Source: an optimization exercise on an open RTL-to-GDS flow (aim: small area, a short achievable clock period and few clock cycles). Production flows keep margins and buffers that such runs may drop. Only simulation tests tie the RTL to the original design; equivalence was not proved. Power figures rest on the tool's default switching activity, not on a simulated workload.

===== flow/design.v =====
module nsca_stream (
    input  wire        clk,
    input  wire        rst,         
    input  wire        cmd_valid,
    output wire        cmd_ready,
    input  wire [3:0]  cmd_op,
    input  wire [8:0]  cmd_addr,
    input  wire [7:0]  cmd_data,
    output reg         res_valid,
    output reg         res_err,
    output reg  [31:0] res_data
);
    localparam [3:0] OP_NOP      = 4'd0,
                     OP_CRC_INIT = 4'd1,
                     OP_CRC_BYTE = 4'd2,
                     OP_CRC_FIN  = 4'd3,
                     OP_KS_NEW   = 4'd4,
                     OP_KS_BYTE  = 4'd5,
                     OP_SEAL     = 4'd6,
                     OP_OPEN     = 4'd7,
                     OP_WR_IV    = 4'd8,
                     OP_WR_SEC   = 4'd9,
                     OP_KLEN0    = 4'd10,
                     OP_KLEN1    = 4'd11;
    function automatic [31:0] crc_step(input [31:0] acc, input [7:0] b);
        integer i;
        reg [31:0] x;
        begin
            x = acc ^ {24'd0, b};
            for (i = 0; i < 8; i = i + 1)
                x = x[0] ? ((x >> 1) ^ 32'hEDB88320) : (x >> 1);
            crc_step = x;
        end
    endfunction
    assign cmd_ready = 1'b1;
    reg       r_v;
    reg [3:0] r_op;
    reg [8:0] r_addr;
    reg [7:0] r_data;
    reg       r_wiv, r_wsec;
    always @(posedge clk) begin
        r_v    <= cmd_valid & ~rst;
        r_wiv  <= cmd_valid & ~rst & (cmd_op == OP_WR_IV);
        r_wsec <= cmd_valid & ~rst & (cmd_op == OP_WR_SEC);
        r_op   <= cmd_op;
        r_addr <= cmd_addr;
        r_data <= cmd_data;
    end
    reg [128*8-1:0] ivkey;
    reg [512*8-1:0] secret;
    genvar gi;
    generate
        for (gi = 0; gi < 128; gi = gi + 1) begin : g_iv
            always @(posedge clk)
                if (r_wiv && r_addr[6:0] == gi)
                    ivkey[gi*8 +: 8] <= r_data;
        end
        for (gi = 0; gi < 512; gi = gi + 1) begin : g_sec
            always @(posedge clk)
                if (r_wsec && r_addr == gi)
                    secret[gi*8 +: 8] <= r_data;
        end
    endgenerate
    reg       nz0, nz1, bad0, bad1;
    reg [6:0] last0;
    reg [8:0] last1;
    reg [6:0] kcur0;
    reg [8:0] kcur1;
    reg [7:0] s0a;       
    reg [7:0] s0b;       
    reg       s0c;       
    reg [7:0] s1a;       
    reg [7:0] s1b;       
    reg [7:0] s1c;       
    wire [9:0] klen1_w = {r_addr[1:0], r_data};
    wire       a_ks    = r_v & ((r_op == OP_KS_BYTE) | (r_op == OP_SEAL) | (r_op == OP_OPEN));
    wire       a_bad   = bad0 | bad1;
    reg [6:0] kcur0_n;
    reg [8:0] kcur1_n;
    always @* begin
        kcur0_n = kcur0;
        kcur1_n = kcur1;
        if (r_v) begin
            case (r_op)
                OP_KS_NEW: begin
                    kcur0_n = 7'd0;
                    kcur1_n = 9'd0;
                end
                OP_KLEN0: kcur0_n = 7'd0;
                OP_KLEN1: kcur1_n = 9'd0;
                OP_KS_BYTE, OP_SEAL, OP_OPEN: begin
                    if (!a_bad) begin
                        if (nz0) kcur0_n = (kcur0 == last0) ? 7'd0 : kcur0 + 7'd1;
                        if (nz1) kcur1_n = (kcur1 == last1) ? 9'd0 : kcur1 + 9'd1;
                    end
                end
                default: ;
            endcase
        end
    end
    integer j;
    always @(posedge clk) begin
        if (rst) begin
            nz0   <= 1'b0;
            nz1   <= 1'b0;
            bad0  <= 1'b0;
            bad1  <= 1'b0;
            last0 <= 7'd0;
            last1 <= 9'd0;
            kcur0 <= 7'd0;
            kcur1 <= 9'd0;
            s0a   <= 8'd1;
            s0b   <= 8'd1;
            s1a   <= 8'd1;
            s1b   <= 8'd1;
        end else begin
            kcur0 <= kcur0_n;
            kcur1 <= kcur1_n;
            for (j = 0; j < 8; j = j + 1) begin
                s0a[j] <= (kcur0_n[2:0] == j);
                s0b[j] <= (kcur0_n[5:3] == j);
                s1a[j] <= (kcur1_n[2:0] == j);
                s1b[j] <= (kcur1_n[5:3] == j);
            end
            if (r_v && r_op == OP_KLEN0) begin
                nz0   <= (r_data != 8'd0);
                bad0  <= (r_data > 8'd128);
                last0 <= r_data[6:0] - 7'd1;
            end
            if (r_v && r_op == OP_KLEN1) begin
                nz1   <= (klen1_w != 10'd0);
                bad1  <= (klen1_w > 10'd512);
                last1 <= klen1_w[8:0] - 9'd1;
            end
        end
    end
    always @(posedge clk) begin
        s0c <= kcur0[6];
        for (j = 0; j < 8; j = j + 1)
            s1c[j] <= (kcur1[8:6] == j);
    end
    reg [16*8-1:0] iv_l1;
    reg [64*8-1:0] sec_l1;
    reg [2*8-1:0]  iv_part;
    reg [8*8-1:0]  sec_part;
    integer g;
    always @* begin
        iv_l1    = 128'd0;
        sec_l1   = 512'd0;
        iv_part  = 16'd0;
        sec_part = 64'd0;
        for (g = 0; g < 16; g = g + 1)
            for (j = 0; j < 8; j = j + 1)
                iv_l1[g*8 +: 8] = iv_l1[g*8 +: 8] | ({8{s0a[j]}} & ivkey[(g*8+j)*8 +: 8]);
        for (g = 0; g < 64; g = g + 1)
            for (j = 0; j < 8; j = j + 1)
                sec_l1[g*8 +: 8] = sec_l1[g*8 +: 8] | ({8{s1a[j]}} & secret[(g*8+j)*8 +: 8]);
        for (g = 0; g < 2; g = g + 1)
            for (j = 0; j < 8; j = j + 1)
                iv_part[g*8 +: 8] = iv_part[g*8 +: 8] | ({8{s0b[j]}} & iv_l1[(g*8+j)*8 +: 8]);
        for (g = 0; g < 8; g = g + 1)
            for (j = 0; j < 8; j = j + 1)
                sec_part[g*8 +: 8] = sec_part[g*8 +: 8] | ({8{s1b[j]}} & sec_l1[(g*8+j)*8 +: 8]);
    end
    reg            b_v, b_ks, b_err, b_init, b_byte, b_fin, b_open;
    reg [7:0]      b_data;
    reg            b_use0, b_use1;
    reg [2*8-1:0]  b_iv;
    reg [8*8-1:0]  b_sec;
    always @(posedge clk) begin
        if (rst) begin
            b_v <= 1'b0;
        end else begin
            b_v <= r_v;
        end
        b_ks   <= a_ks;
        b_err  <= a_bad;
        b_init <= (r_op == OP_CRC_INIT);
        b_byte <= (r_op == OP_CRC_BYTE) | (((r_op == OP_SEAL) | (r_op == OP_OPEN)) & ~a_bad);
        b_fin  <= (r_op == OP_CRC_FIN);
        b_open <= (r_op == OP_OPEN);
        b_data <= r_data;
        b_use0 <= nz0;
        b_use1 <= nz1;
        b_iv   <= iv_part;
        b_sec  <= sec_part;
    end
    reg [7:0] k1_sel;
    always @* begin
        k1_sel = 8'd0;
        for (j = 0; j < 8; j = j + 1)
            k1_sel = k1_sel | ({8{s1c[j]}} & b_sec[j*8 +: 8]);
    end
    wire [7:0] k0 = b_use0 ? (s0c ? b_iv[15:8] : b_iv[7:0]) : 8'd0;
    wire [7:0] k1 = b_use1 ? k1_sel : 8'd0;
    wire [7:0] z  = b_data ^ k0 ^ k1;
    reg        c_v, c_res, c_err, c_init, c_byte, c_fin;
    reg [7:0]  c_z, c_b;
    always @(posedge clk) begin
        if (rst) begin
            c_v <= 1'b0;
        end else begin
            c_v <= b_v;
        end
        c_res  <= b_ks | b_fin;
        c_err  <= b_ks & b_err;
        c_init <= b_init;
        c_byte <= b_byte;
        c_fin  <= b_fin;
        c_z    <= (b_ks & ~b_err) ? z : 8'd0;
        c_b    <= b_open ? z : b_data;
    end
    reg [31:0] crc_acc;
    always @(posedge clk) begin
        if (rst) begin
            crc_acc   <= 32'hFFFFFFFF;
            res_valid <= 1'b0;
        end else begin
            res_valid <= c_v & c_res;
            if (c_v) begin
                if (c_init)
                    crc_acc <= 32'hFFFFFFFF;
                else if (c_byte)
                    crc_acc <= crc_step(crc_acc, c_b);
            end
        end
        res_err  <= c_err;
        res_data <= c_fin ? ~crc_acc : {24'd0, c_z};
    end
endmodule

===== flow/run.sh =====
#!/bin/bash
# synth_recipe.tcl (not shown) runs the flow's synth.tcl, then flattens the netlist and writes it again
# the make line also repeats each setting of config.mk as NAME=value (left out here)
make -C /OpenROAD-flow-scripts/flow DESIGN_CONFIG=/design/flow/config.mk WORK_HOME=/design/flow/orfs CLKGATE_MAP_FILE= SYNTH_SCRIPT=/design/flow/synth_recipe.tcl finish

===== flow/config.mk =====
export PLATFORM = sky130hd
export DESIGN_NAME = nsca_stream
export DESIGN_NICKNAME = nsca_stream
export VERILOG_FILES = /design/flow/design.v
export SDC_FILE = /design/flow/constraint.sdc
export NUM_CORES = 4
export LEC_CHECK = 0
export CAP_MARGIN = 20
export CORE_MARGIN = 2
export CORE_UTILIZATION = 50
export CTS_CLUSTER_DIAMETER = 80
export CTS_CLUSTER_SIZE = 30
export SETUP_SLACK_MARGIN = 5
export SLEW_MARGIN = 40

===== flow/constraint.sdc =====
create_clock -name core_clock -period 8.0 [get_ports {clk}]
set_input_delay 1.6000 -clock core_clock [delete_from_list [all_inputs] [get_ports {clk}]]
set_output_delay 1.6000 -clock core_clock [all_outputs]
set_load 0.01 [all_outputs]

==> impl_metrics.toml, run 1 <==
[power_and_ir_drop]
powerDensity_mw_per_mm2 = 217
leakage_nw = 60.1
peakVddDrop_mv = 0.203

[run_status]
status = "complete, no violations"

[drt]
dr.pass1.iters = 6
drt_wl_total_um = 550000
avgViaCountPerCell = 6.69
drc = 0
vias = 109000
dr.first_iter.drc_count = 16000
drtAntennaViolNets = 0
routedWlPerCell_um = 33.9

[die]
coreArea_mm2 = 0.389
die_y_um = 629
start_util = 0.502
num_io_pins = 59
die_x_um = 629
dieArea_mm2 = 0.396
rows = 229

[setup_path]
worstPathArrival_ps = 1440
crit_chain = "buf_6"
required_ps = 6400
crit_family = "flip-flops"
crit_fanout = 1
path_class = "flop to primary output"
cp_slowest_cell = "dfxtp_2"
max_stage_delay_ps = 360
worst-path-buf-inv = 1
start_kind = "flop"
endpoint_kind = "primary output"

[sta]
worst_slack_ps = 4960
relSlewSlack = 0.322
clock.fmax_mhz = 329
drv_slew = 0
fin_crit_ps = 3040
period_share = 0.380
holdWs_ps = 340
rsz0062_at_grt = "yes"
skew_ps = 98.2
hold_violations = 0
worstMarginPinSlew_ps = 1020
finalSetupViolations = 0
fin_setup_tns_ps = 0

[global_route]
grt_max_degree = 175
grtUsageTotal = 0.271
grt_pass1_vias = 105000
antenna_found_initial = 12
grt-ovfl-total = 0
grt_pass1_wl_um = 782000

[cells_and_area]
final_core_util = 0.543
finalNetCount = 10900
final_layout_size_suffix_gt1_frac = 0.112
final_cells = 16200
num-fill-cells = 30300
area_growth_syn_to_layout_pct = 8.03

[placed_design]
dp_cells = 15800
io_buffers = 57
dpl_worst_slack_ps = 4480
dpl.hpwl_um = 317000
gp_congestion = 0.860

[clocking]
tritoncts = "built"
cts_hold_buf = 0
clk_path_buf_depth = 4
cts_buffers = 217
root_buffer = "clkbuf_16"
cts.htree.levels = 4
clock-sinks = 5406
insertion_delay_ps = 1000
clkTransAtPathRegs_ps = 110

[logic_synthesis]
synth_top_family_by_area = "compound AO/OA/AOI/OAI gates"
synth_edf_count = 5120
ys_seq_area_frac = 0.816
synth_top_area_frac = 0.787
synth_common_cells = "5120 x edfxtp_1, 2917 x a22oi_1, 739 x clkbuf_1"
synth_ff_type = "edfxtp_1"
async_flop_share = 0
syn_area_mm2 = 0.195
synth_seq_cells = 5406
synthMuxAreaShare = 0.00133
synthCells = 11100
synth_compound_area_frac = 0.116
synth_area_per_cell_um2 = 17.6
syn_nets = 11100
synth_xor_xnor_area_share = 0.00606
synth-simple-area-share = 0.0448
ys_types = 70
synthAdderAreaFrac = 0.000256
synth.most_common_cell = "edfxtp_1"
synth_top_cells_by_area = "edfxtp_1 79%, a22oi_1 11%, dfxtp_1 2.9%"
yosysTopAreaCell = "edfxtp_1"
ys_warn_count = 1

[run]
maxCapViolCount = 0

[hold_path]
hp-class = "flop to flop"
power breakdown:
| group | switching [mW] | internal, mW | leakage (nW) | total, mW |
|---|---|---|---|---|
| clock network | 8.62 | 5.53 | 3.24 | 14.2 |
| registers | 0.0483 | 30.9 | 48.4 | 30.9 |
| logic | 0.629 | 0.148 | 8.52 | 0.777 |
layout make-up:
type,count,area (µm²),area share
Sequential cell,5406,160000,0.756
Multi-Input combinational cell,4883,34800,0.165
Tap cell,5197,6500,0.0308
Clock buffer,340,6060,0.0287
Timing Repair Buffer,294,3310,0.0157
Clock inverter,60,746,0.00353
Inverter,24,90.1,0.000427
Antenna cell,7,17.5,0.0000830
cells by family (layout without fill, tap and decap cells):
group,after synthesis,in the layout
mux,24,24
flops,5406,5406
simple gates,1720,1720
fa+ha+maj,4,4
xor+xnor,108,108
buf+inv,813,718
compound gates,3026,3026
other cells,1,8
per-stage QoR:
step	power [mW]	area, µm²
after global placement	32.3	202000
after floorplan	32.0	195000
final	45.9	211000
after detailed placement	32.3	202000
after CTS	46.0	210000
after global routing	47.0	211000
per-layer routing:
| metal | wire length [µm] | part of all wire | global-route usage |
|---|---|---|---|
| met1 | 220000 | 0.40 | 0.385 |
| met5 | 33 | 0.000060 | 0 |
| met4 | 17600 | 0.032 | 0.0847 |
| met2 | 260000 | 0.47 | 0.428 |
| met3 | 52100 | 0.095 | 0.0483 |
sequential cells by signal (all words and copies together), names as in the netlist, 9 cells and up:
| register | count |
|---|---|
| ivkey | 1024 |
| kcur1 | 9 |
| res_data | 32 |
| crc_acc | 32 |
| b_sec | 64 |
| r_addr | 9 |
| b_iv | 16 |
| secret | 4096 |
| last1 | 9 |
path summary, 6_finish.rpt:
path / startpoint / end / slack [ps] / depth (start not counted)
max: res_data[3] / res_data[3] / 4960 / 1
min reg2reg: c_err / res_err / 340 / 0
max reg2reg: r_addr[2] / ivkey[881] / 4960 / 4
min: c_err / res_err / 340 / 0
repair_timing:
| action | 4_1_cts | 5_1_grt |
|---|---|---|
| endpoints found under the setup margin | 2401 | 2145 |
| setup buffers | 2 | 1 |
| pin swaps | 0 | 1 |
| resized for setup | 430 | 196 |
| cloned | 0 | 0 |
worst register-to-register path: cells and delay by family (launching register included):
family / cells / cell delay, ps
DFF: 1 / 510
and+or+nand+nor: 4 / 2170
cells in the final DEF (no fill, tap or decap), drive strengths merged, types with 8 or more instances in the layout:
master / instances
edfxtp: 5120
o21ai: 23
nor4: 10
clkinv: 33
nor3: 33
mux2: 16
mux2i: 8
a21oi: 12
or2: 10
xnor2: 78
nor2: 691
nand2: 121
nand4: 734
nand2b: 10
o22ai: 25
clkdlybuf4s50: 22
inv: 41
clkbuf: 340
buf: 272
nor2b: 38
and3b: 8
dfxtp: 286
nand3: 16
xor2: 28
a211oi: 17
and3: 13
a22oi: 2917
Testbench counts, summed over its fixed seeds: cycles 47,082.
==> run 2, diff against run 1 <==
--- a/flow/design.v
+++ b/flow/design.v
@@ -37,12 +37,22 @@
     reg [3:0] r_op;
-    reg [8:0] r_addr;
+    reg [1:0] r_addr;
     reg [7:0] r_data;
-    reg       r_wiv, r_wsec;
-    always @(posedge clk) begin
-        r_v    <= cmd_valid & ~rst;
-        r_wiv  <= cmd_valid & ~rst & (cmd_op == OP_WR_IV);
-        r_wsec <= cmd_valid & ~rst & (cmd_op == OP_WR_SEC);
+    reg [7:0] r_wa_n;    
+    reg [7:0] r_wb_n;    
+    reg [1:0] r_wiv_n;   
+    reg [7:0] r_wsec_n;  
+    wire fire = cmd_valid & ~rst;
+    integer j;
+    always @(posedge clk) begin
+        r_v    <= fire;
         r_op   <= cmd_op;
-        r_addr <= cmd_addr;
+        r_addr <= cmd_addr[1:0];
         r_data <= cmd_data;
+        for (j = 0; j < 8; j = j + 1) begin
+            r_wa_n[j]   <= ~(cmd_addr[2:0] == j);
+            r_wb_n[j]   <= ~(cmd_addr[5:3] == j);
+            r_wsec_n[j] <= ~(fire & (cmd_op == OP_WR_SEC) & (cmd_addr[8:6] == j));
+        end
+        for (j = 0; j < 2; j = j + 1)
+            r_wiv_n[j] <= ~(fire & (cmd_op == OP_WR_IV) & (cmd_addr[6] == j));
     end
@@ -54,3 +64,3 @@
             always @(posedge clk)
-                if (r_wiv && r_addr[6:0] == gi)
+                if (!(r_wiv_n[gi / 64] | r_wb_n[(gi / 8) % 8] | r_wa_n[gi % 8]))
                     ivkey[gi*8 +: 8] <= r_data;
@@ -59,3 +69,3 @@
             always @(posedge clk)
-                if (r_wsec && r_addr == gi)
+                if (!(r_wsec_n[gi / 64] | r_wb_n[(gi / 8) % 8] | r_wa_n[gi % 8]))
                     secret[gi*8 +: 8] <= r_data;
@@ -100,3 +110,2 @@
     end
-    integer j;
     always @(posedge clk) begin
--- a/flow/config.mk
+++ b/flow/config.mk
@@ -9,5 +9,5 @@
 export CORE_MARGIN = 2
-export CORE_UTILIZATION = 50
+export CORE_UTILIZATION = 62
 export CTS_CLUSTER_DIAMETER = 80
-export CTS_CLUSTER_SIZE = 30
+export CTS_CLUSTER_SIZE = 25
 export SETUP_SLACK_MARGIN = 5
==> run 2 against run 1 <==
Total power increased by 0.98%; combinational power down 1%; setup slack lost 24 ps; non-clock buffer count fell by 53; largest power group unchanged; first-iteration DRC count up 10%.
==> impl_metrics.toml, run 2 <==
[power_and_ir_drop]
clkPwrFrac = 0.313
sw_frac_of_total = 0.197
p_comb_frac = 0.017
p_seq_frac = 0.671
powerDensity_mw_per_mm2 = 221
peakVddDrop_mv = 0.236
p_int_mw = 37.2
switchingPower_mw = 9.12
leakage_nw = 60.4

[global_route]
grt_pass1_wl_um = 770000
grtUsageTotal = 0.333
antenna_found_initial = 37
grt_pass1_vias = 104000
grt-ovfl-total = 0
grt_max_degree = 210

[logic_synthesis]
ys_types = 79
syn_nets = 11200
ys_seq_area_frac = 0.814
synth_top_cells_by_area = "edfxtp_1 78%, a22oi_1 11%, dfxtp_1 3.1%"
synth_seq_cells = 5423
synth_ff_type = "edfxtp_1"
syn_area_mm2 = 0.196
async_flop_share = 0
ys_warn_count = 1
yosysTopAreaCell = "edfxtp_1"
synth.most_common_cell = "edfxtp_1"
synthCells = 11200
synth_area_per_cell_um2 = 17.5
synth_top_area_frac = 0.783
synth_common_cells = "5120 x edfxtp_1, 2914 x a22oi_1, 788 x clkbuf_1"
synth_edf_count = 5120

[hold_path]
hold_path_depth = 0
whs_endpoint = "c_byte"
hp-class = "flop to flop"
min_from = "b_byte"

[cells_and_area]
area_growth_syn_to_layout_pct = 7.02
seq_area_mm2 = 0.160
layout_commonest_cell = "edfxtp_1"
multi_input_area_mm2 = 0.0344
final_layout_size_suffix_gt1_frac = 0.107
largest_reg_flops = 4096
finalNetCount = 10900
final_cell_mix = "5120 x edfxtp_1, 2912 x a22oi_1, 730 x nand4_1, 498 x nor2_2, 248 x clkbuf_16"
reg_top3 = "secret (4096), ivkey (1024), b_sec (64)"
regMostFlops = "secret"
num-fill-cells = 20900

[setup_path]
rr_worst_depth = 5
cp_slowest_cell = "nand4_1"
crit_chain = "buf_12, a22oi_2, nand4_1, a22oi_1, nand4_1"
endpoint_kind = "flop"
crit_path_frequent_cell = "nand4_1"
r2r_end = "b_iv[4]"
path_class = "flop to flop"
worstPathArrival_ps = 3680
rr_startpoint = "s0a[7]"
max_stage_delay_ps = 510
start_kind = "flop"
r2r_slack_ps = 4930
crit_fanout = 115
required_ps = 8620

[clocking]
tritoncts = "built"
cts_buffers = 241
cts.htree.levels = 4
clkTransAtPathRegs_ps = 100
clk_path_buf_depth = 4
clock-sinks = 5423
root_buffer = "clkbuf_16"
insertion_delay_ps = 970
cts_hold_buf = 0

[sta]
worst_slack_ps = 4930
clock.fmax_mhz = 326
hold_violations = 0
relSlewSlack = 0.239
worstMarginPinSlew_ps = 1140
rsz0062_at_grt = "yes"
fin_crit_ps = 3070
period_share = 0.383
fin_setup_tns_ps = 0
finalSetupViolations = 0
skew_ps = 49.8
drv_slew = 0

[placed_design]
dpl_worst_slack_ps = 4700
io_buffers = 57
gp_congestion = 0.840
dpl.hpwl_um = 296000

[drt]
routedWlPerCell_um = 35.7
vias = 110000
dr.pass1.iters = 8
drt_wl_total_um = 545000
avgViaCountPerCell = 7.21
drtAntennaViolNets = 0
drc = 0
dr.first_iter.drc_count = 17600

[run]
maxCapViolCount = 0

[die]
num_io_pins = 59
start_util = 0.623
die_y_um = 567
coreArea_mm2 = 0.315
rows = 206
dieArea_mm2 = 0.321
die_x_um = 567

[run_status]
status = "complete, no violations"
==> run 2: cell type report <==
type / instances / area share
inverters: 16 / 0.000286
flip-flops and latches: 5423 / 0.762
well taps: 4160 / 0.0248
clock buffers: 437 / 0.0333
clock inverters: 13 / 0.000935
repair buffers: 241 / 0.0144
multi-input cells: 4907 / 0.164
diodes: 49 / 0.000584
==> run 2: timing repair <==
item | CTS | global route
setup endpoints to repair | 66 | 58
setup buffers | 1 | 3
pin swaps | 0 | 2
resized for setup | 159 | 16
gates cloned | 0 | 0
==> run 2: worst max path at each step <==
stage                             from            to  slack (ps)  depth (start not counted)
after floorplan              r_data[1]      last1[6]        3860                          6
after global placement          s1a[0]     b_sec[53]        4670                          6
after detailed placement        s1a[0]     b_sec[53]        4700                          6
after CTS                 res_data[18]  res_data[18]        4910                          1
after global routing      res_data[17]  res_data[17]        4950                          1
final                           s0a[7]       b_iv[4]        4930                          5
==> run 2: power groups by stage <==
stage               combinational, mW  clock (mW)  sequential, mW
global route                    0.804        15.5            31.1
finish                          0.767        14.5            31.1
global placement                0.685           0            31.7
detailed placement              0.725           0            31.7
CTS                             0.723        14.6            31.1
floorplan                       0.163           0            31.9
==> run 2: cell families after synthesis <==
group / share of synthesized area
AOI/OAI and AO/OA: 0.116
xor gates and xnor gates: 0.00551
adders and majority gates: 0.000255
buffers and inverters: 0.0166
DFF: 0.814
muxes: 0.00148
other: 0.0000191
and+or+nand+nor: 0.0462
==> run 2: worst max-delay path, delay by kind of cell (launching register included) <==
family,cells,cell delay (ps)
flops,1,440
simple gates,2,960
compound gates,2,700
buf+inv,1,220
==> run 2: layer usage <==
metal,GRT usage,part of all wire
met1,0.505,0.39
met2,0.505,0.46
met3,0.0637,0.12
met4,0.0878,0.025
met5,0,0.00019
==> run 2: through the flow <==
stage          hold slack, ps  power (mW)  instances  utilization  area (µm²)
2_1_floorplan             310        32.1      11200            -      196000
4_1_cts                   321        46.4      15200        0.663      209000
3_3_place_gp              316        32.4      14700        0.638      201000
3_5_place_dp              317        32.4      14700        0.640      202000
6_report                  325        46.3      15200        0.667      210000
5_1_grt                   339        47.4      15200        0.666      210000
Testbench counts of run 2, summed over its fixed seeds: cycles 47,082.
==> run 3, diff against run 2 <==
--- a/flow/design.v
+++ b/flow/design.v
@@ -39,2 +39,3 @@
     reg [7:0] r_data;
+    reg [8:0] r_dm1;     
     reg [7:0] r_wa_n;    
@@ -50,2 +51,3 @@
         r_data <= cmd_data;
+        r_dm1  <= {cmd_addr[0], cmd_data} - 9'd1;
         for (j = 0; j < 8; j = j + 1) begin
@@ -136,3 +138,3 @@
                 bad0  <= (r_data > 8'd128);
-                last0 <= r_data[6:0] - 7'd1;
+                last0 <= r_dm1[6:0];
             end
@@ -141,3 +143,3 @@
                 bad1  <= (klen1_w > 10'd512);
-                last1 <= klen1_w[8:0] - 9'd1;
+                last1 <= r_dm1;
             end
==> run 3 against run 2 <==
Still clean on timing, DRC and antenna; combinational power fell by 2%; utilization about the same; maximum frequency increased by 0.89%; register-to-register slack improved by 30 ps; cell count up 0.21%; clock power about the same; synthesized cell count up 0.13%; routed wire length is essentially flat; flip-flop and latch count up 9; critical path depth is 1 higher; clock-buffer cell count fell by 5; die area is essentially flat; critical endpoint is now b_sec[40].
==> impl_metrics.toml, run 3 <==
[sta]
fin_setup_tns_ps = 0
skew_ps = 42.6
drv_slew = 0
hold_violations = 0
clock.fmax_mhz = 329
fin_crit_ps = 3040
finalSetupViolations = 0
relSlewSlack = 0.324
worstMarginPinSlew_ps = 1010
rsz0062_at_grt = "yes"
period_share = 0.380

[global_route]
grt-ovfl-total = 0
grt_max_degree = 217
grt_pass1_wl_um = 766000
grt_pass1_vias = 103000
grtUsageTotal = 0.332
antenna_found_initial = 47

[setup_path]
crit_chain = "buf_4, buf_4, a22oi_1, nand4_1, a22oi_1, nand4_1"
cp_slowest_cell = "dfxtp_4"
path_class = "flop to flop"
required_ps = 8910
crit_fanout = 53
worst-path-buf-inv = 2
start_kind = "flop"
worstPathArrival_ps = 3940
endpoint_kind = "flop"
crit_family = "buffers and inverters"
max_stage_delay_ps = 760

[placed_design]
place_area_mm2 = 0.202
dpl.hpwl_um = 302000
io_buffers = 57
gp_congestion = 0.844

[drt]
routedWlPerCell_um = 35.7
vias = 110000
dr.first_iter.drc_count = 17000
avgViaCountPerCell = 7.17
dr.pass1.iters = 8
drtAntennaViolNets = 0
drc = 0
drt_wl_total_um = 545000

[cells_and_area]
regMostFlops = "secret"
largest_reg_flops = 4096
final_area_mm2 = 0.210
area_growth_syn_to_layout_pct = 7.05
finalNetCount = 10900
final_layout_size_suffix_gt1_frac = 0.108
layout_commonest_cell = "edfxtp_1"
reg_top3 = "secret (4096), ivkey (1024), b_sec (64)"
final_cell_mix = "5120 x edfxtp_1, 2911 x a22oi_1, 735 x nand4_1, 495 x nor2_2, 247 x clkbuf_16"

[run]
maxCapViolCount = 0

[logic_synthesis]
yosysTopAreaCell = "edfxtp_1"
syn_area_mm2 = 0.196
async_flop_share = 0
ys_seq_area_frac = 0.815
synth_common_cells = "5120 x edfxtp_1, 2912 x a22oi_1, 792 x clkbuf_1"
synth_ff_type = "edfxtp_1"
synth.most_common_cell = "edfxtp_1"
synth_top_cells_by_area = "edfxtp_1 78%, a22oi_1 11%, dfxtp_1 3.2%"
synth_seq_cells = 5432
synthCells = 11200
synth_edf_count = 5120
syn_nets = 11200
synth_area_per_cell_um2 = 17.5
synth_top_area_frac = 0.783
ys_warn_count = 1
ys_types = 72

[die]
die_x_um = 567
start_util = 0.623
coreArea_mm2 = 0.315
rows = 206
num_io_pins = 59
dieArea_mm2 = 0.321
die_y_um = 567

[clocking]
insertion_delay_ps = 980
root_buffer = "clkbuf_16"
clkTransAtPathRegs_ps = 100
clock-sinks = 5432
cts_buffers = 242
cts_hold_buf = 0
cts.htree.levels = 4
tritoncts = "built"
clk_path_buf_depth = 4

[power_and_ir_drop]
p_total_mw = 46.3
peakVddDrop_mv = 0.248
powerDensity_mw_per_mm2 = 220
leakage_nw = 60.4

[hold_path]
hp-class = "flop to flop"

[run_status]
status = "complete, no violations"
run 3: cell types whose count changed in the layout (fill, tap and decap cells not counted), sizes merged, moves of 5 or more:
| cell | before | now |
|---|---|---|
| o21bai | 8 | 1 |
| a21oi | 7 | 22 |
| nand2b | 33 | 6 |
| dfxtp | 303 | 312 |
| nand2 | 50 | 92 |
| inv | 21 | 28 |
| nor2 | 701 | 693 |
| nand4 | 730 | 735 |
| nor2b | 40 | 34 |
| mux2i | 11 | 16 |
| diode | 49 | 56 |
| buf | 219 | 227 |
| a211oi | 20 | 1 |
run 3: kinds of logic (layout without fill, tap and decap cells):
group	after synthesis	count (layout)	synth area share
adder cells (fa/ha/maj)	3	3	0.000191
other	1	57	0.0000191
buffers and inverters	857	721	0.0164
AO/OA/AOI/OAI	3015	3015	0.115
AND/OR/NAND/NOR	1746	1746	0.0459
XOR/XNOR	111	111	0.00548
flip-flops	5432	5432	0.815
multiplexers	33	33	0.00179
run 3: worst paths after layout:
check          from        end  slack, ps  cells past startpoint
max          s1a[0]  b_sec[40]       4960                      6
min          b_byte     c_byte        340                      0
max reg2reg  s1a[0]  b_sec[40]       4960                      6
min reg2reg  b_byte     c_byte        340                      0
run 3: timing repair:
action,4_1_cts,5_1_grt
setup endpoints to repair,38,123
gates resized for setup,160,20
setup buffers,0,1
run 3: power by group:
| group | switching, mW | leakage [nW] | internal (mW) |
|---|---|---|---|
| clock network | 8.47 | 3.36 | 5.99 |
| registers | 0.0883 | 48.6 | 31.0 |
| logic | 0.619 | 8.44 | 0.133 |
run 3: final cells by class:
cell class | instances | area (µm²)
inverter | 21 | 78.8
timing repair buffer | 250 | 3080
sequential | 5432 | 160000
clock buffer | 432 | 6890
fill | 21100 | 105000
antenna | 56 | 140
multi-input combinational | 4909 | 34300
tap | 4160 | 5200
clock inverter | 18 | 210
run 3: metrics by stage:
step                utilization  std cells  setup WS, ps  hold WS [ps]
floorplan                     -      11200          4520           310
global placement          0.637      14700          4590           314
detailed placement        0.641      14800          4640           319
CTS                       0.663      15200          4900           344
global route              0.667      15300          4940           355
finish                    0.667      15300          4960           341
run 3: per-layer routing:
layer | vias up | routed length [µm] | GRT usage
li1 | 45400 | - | -
met1 | 56600 | 214000 | 0.489
met2 | 6610 | 255000 | 0.509
met3 | 873 | 58200 | 0.0623
met4 | 22 | 17600 | 0.107
met5 | - | 143 | 0
Testbench counts of run 3, summed over its fixed seeds: cycles 47,082.

[separate check: timing with driven ports]
The flow's constraints put no driver on any port. The routed layouts listed below were extracted and timed again, unchanged, in two steps. Step 1 sets driving cells, clkbuf_16 on the clock port and buf_2 on the other inputs (assumed; they add their load-dependent delay and slew). Step 2 adds t to the input delays and takes it off the output delays; t is the mean of the earliest and latest rising clock arrival at the registers after step 1. Input paths then give back, and output paths get back, about the clock's delay inside the block. a / b / c = no drivers / after step 1 / after step 2; a / b = the first two.
run | t (ns) | setup slack, ns | worst register clock-pin slew, ns | worst slew at a driven data input, ns | pins driven straight from the clock port
run 1 | 1.062 | 4.958 / 4.851 / 4.773 | 0.12 / 0.12 | 0.09 | 1
run 2 | 1.040 | 4.934 / 4.911 / 4.830 | 0.11 / 0.11 | 0.10 | 1
run 3 | 1.083 | 4.961 / 4.859 / 4.617 | 0.10 / 0.10 | 0.51 | 1
After both steps every run listed still meets setup and hold. For run 3, which loses most, drivers alone change the setup slack by -0.102 ns; drivers and shift together by -0.344 ns.
